From an optimization exercise on the open Yosys and OpenROAD flow, aimed at small area, a short achievable clock period and few clock cycles; shortcuts taken in it are not production practice. At most, simulation tests tie the RTL to the original design; equivalence was not proved. Power figures rest on the tool's default switching activity, not on a simulated workload.

## job 101
## vlq_codec
module vlq_codec (
    input  wire         clk,
    input  wire         rst,
    input  wire         req_valid,
    output wire         req_ready,
    input  wire [4:0]   req_op,
    input  wire [127:0] req_value,
    input  wire [127:0] req_acc,
    input  wire [31:0]  req_cap,
    input  wire [31:0]  req_len,
    output wire         rsp_valid,
    output wire [31:0]  rsp_count,
    output wire [127:0] rsp_acc,
    output wire         rsp_term,
    output wire [1:0]   rsp_status,
    output wire         mem_valid,
    output wire         mem_we,
    output wire [31:0]  mem_addr,
    output wire [7:0]   mem_wdata,
    input  wire         mem_ready,
    input  wire [7:0]   mem_rdata
);
Size: about 1700 cells after synthesis, roughly 210 flip-flops, about 15000 µm² of cells after synthesis.
clock: 8.0 ns
lec_check: 0
cap_margin: 20
core_margin: 2
core_utilization: 40
setup_slack_margin: 5
slew_margin: 20
tns_end_percent: 100
standard.sh (not shown) runs the stock make flow with config.mk's settings and CLKGATE_MAP_FILE= SYNTH_SCRIPT=/design/flow/synth_recipe.tcl, a recipe that flattens the netlist after the stock synthesis.
==> flow/flow/run.sh <==
#!/bin/bash
# The standard layout, with the port buffers made from the smallest buffer
# cell instead of the one buffer_ports picks by default; the resizer still
# sizes them up where timing or slew calls for it.
set -euo pipefail
export BUFFER_PORTS_ARGS="-buffer_cell sky130_fd_sc_hd__buf_1"
bash standard.sh finish > standard_flow.log 2>&1
Edits applied to the flow inputs when going from job 101 to job 102:
-- flow/design.v --
<<< job 101, line 92
    end
    wire [6:0] b = rd_q ? mem_rdata[6:0] : 7'd0;
    wire [127:0] up7 = {x_q[120:0], b};
    reg  [127:0] x_up, x_dn;
    reg  [6:0]   grp_next;       
    always @(*) begin
        case (width_q)
            W_32:    begin x_up = {96'd0, up7[31:0]}; x_dn = {96'd0, b, x_q[31:7]}; end
            W_64:    begin x_up = {64'd0, up7[63:0]}; x_dn = {64'd0, b, x_q[63:7]}; end
            default: begin x_up = up7;                x_dn = {b, x_q[127:7]};      end
        endcase
        if (orient_r_q)
            grp_next = x_q[13:7];
>>> job 102, line 92
    end
    wire [6:0] b = rd_q ? mem_rdata[6:0] : 7'd0;
    reg  [6:0]   grp_next;       
    always @(*) begin
        if (orient_r_q)
            grp_next = x_q[13:7];
<<< job 101, line 154
            rem_q      <= (req_func == F_DEC) ? req_len : req_cap;
            term_q     <= 1'b0;
            x_q        <= req_illegal ? req_acc :
                          (req_func != F_DEC) ? req_value :
                          (req_width == W_32) ? {96'd0, req_acc[31:0]} :
                          (req_width == W_64) ? {64'd0, req_acc[63:0]} : req_acc;
            c_q        <= 32'd0;
            status_q   <= req_illegal ? ST_ILLEGAL : ST_INCOMPLETE;
>>> job 102, line 147
            rem_q      <= (req_func == F_DEC) ? req_len : req_cap;
            term_q     <= 1'b0;
            c_q        <= 32'd0;
            status_q   <= req_illegal ? ST_ILLEGAL : ST_INCOMPLETE;
<<< job 101, line 166
            status_q   <= (!size_q && cap_short) ? ST_NOCAP : ST_OK;
        end else if (adv) begin
            x_q <= shift_up ? x_up : x_dn;
            if (wr_q) begin
                wd_q <= {1'b1, grp_next};
>>> job 102, line 155
            status_q   <= (!size_q && cap_short) ? ST_NOCAP : ST_OK;
        end else if (adv) begin
            if (wr_q) begin
                wd_q <= {1'b1, grp_next};
<<< job 101, line 180
        end
    end
    assign req_ready  = rdy_q;
    assign rsp_valid  = rsp_q;
>>> job 102, line 168
        end
    end
    wire ld_acc  = req_illegal || req_func == F_DEC;
    wire ld_val  = accept && !ld_acc;
    wire ld_a0   = accept && ld_acc;                             
    wire ld_a1   = ld_a0 && (req_illegal || req_width != W_32);   
    wire ld_a2   = ld_a0 && (req_illegal || req_width[1]);       
    wire sh      = !accept && adv;
    wire sh_up   = sh && shift_up;
    wire sh_dn   = sh && !shift_up;
    wire w32     = (width_q == W_32);
    wire w128    = width_q[1];
    wire hold    = !accept && !adv;
    wire [127:0] sel_ld_acc = {{64{ld_a2}}, {32{ld_a1}}, {32{ld_a0}}};
    wire [127:0] sel_up = {{64{sh_up && w128}}, {32{sh_up && !w32}}, {32{sh_up}}};
    wire [127:0] sel_dn = {7'd0, {57{sh_dn && w128}}, {7{sh_dn && w128}},
                           {25{sh_dn && !w32}}, {7{sh_dn && !w32}}, {25{sh_dn}}};
    wire [127:0] sel_b  = {{7{sh_dn && w128}}, 57'd0, {7{sh_dn && !w32 && !w128}},
                           25'd0, {7{sh_dn && w32}}, 25'd0};
    always @(posedge clk) begin
        x_q <= ({128{ld_val}} & req_value)
             | (sel_ld_acc & req_acc)
             | (sel_up & {x_q[120:0], b})
             | (sel_dn & {7'd0, x_q[127:7]})
             | (sel_b & {b, 57'd0, b, 25'd0, b, 25'd0})
             | ({128{hold}} & x_q);
    end
    assign req_ready  = rdy_q;
    assign rsp_valid  = rsp_q;
Lower fraction of standard cell area in multi-input logic goes to job 101 over job 102.
Compared with job 101, job 102 shows a lower via count of the first global-routing pass.
Relative to job 101, the number of nets in the layout of job 102 is lower by about 3.2%.
Job 102 has compound-cell area share of the yosys netlist above what job 101 had.
Compare job 101 and job 102 | power per unit of standard cell area higher: job 102
Worst slew slack as a fraction of its limit: job 102 better than job 101
Testbench counts of job 102, summed over its fixed seeds: cycles 54,168.
Function not checked in job 101: the RTL went through the layout flow alone.

[static timing again, ports no longer ideal]
Ports are ideal in the flow. The routed layouts listed here were re-timed in OpenROAD.
Step 1, drivers: a clkbuf_16 drives clk and a buf_2 each remaining input, both assumed.
Step 2 moves the port delays by t, midway between the first and last clock arrival at a register: inputs arrive t later, outputs are due t later. That takes back most of the time a late clock gives input paths.
Slacks: ideal ports / drivers / drivers and shift; pairs: ideal ports / drivers.
run | shift t [ns] | setup WS [ns] | hold WS [ns] | worst register clock-pin slew, ns | worst data-port slew with drivers (ns)
job 101 | 0.605 | 4.762 / 4.762 / 4.438 | 0.477 / 0.477 / 0.477 | 0.06 / 0.06 | 0.09
job 102 | 0.597 | 4.877 / 4.877 / 4.462 | 0.471 / 0.471 / 0.471 | 0.06 / 0.06 | 0.10
After both steps setup and hold are still met in every run listed. The setup slack of job 102, which loses most, moves by 0.000 ns with the drivers and by -0.415 ns with both steps.
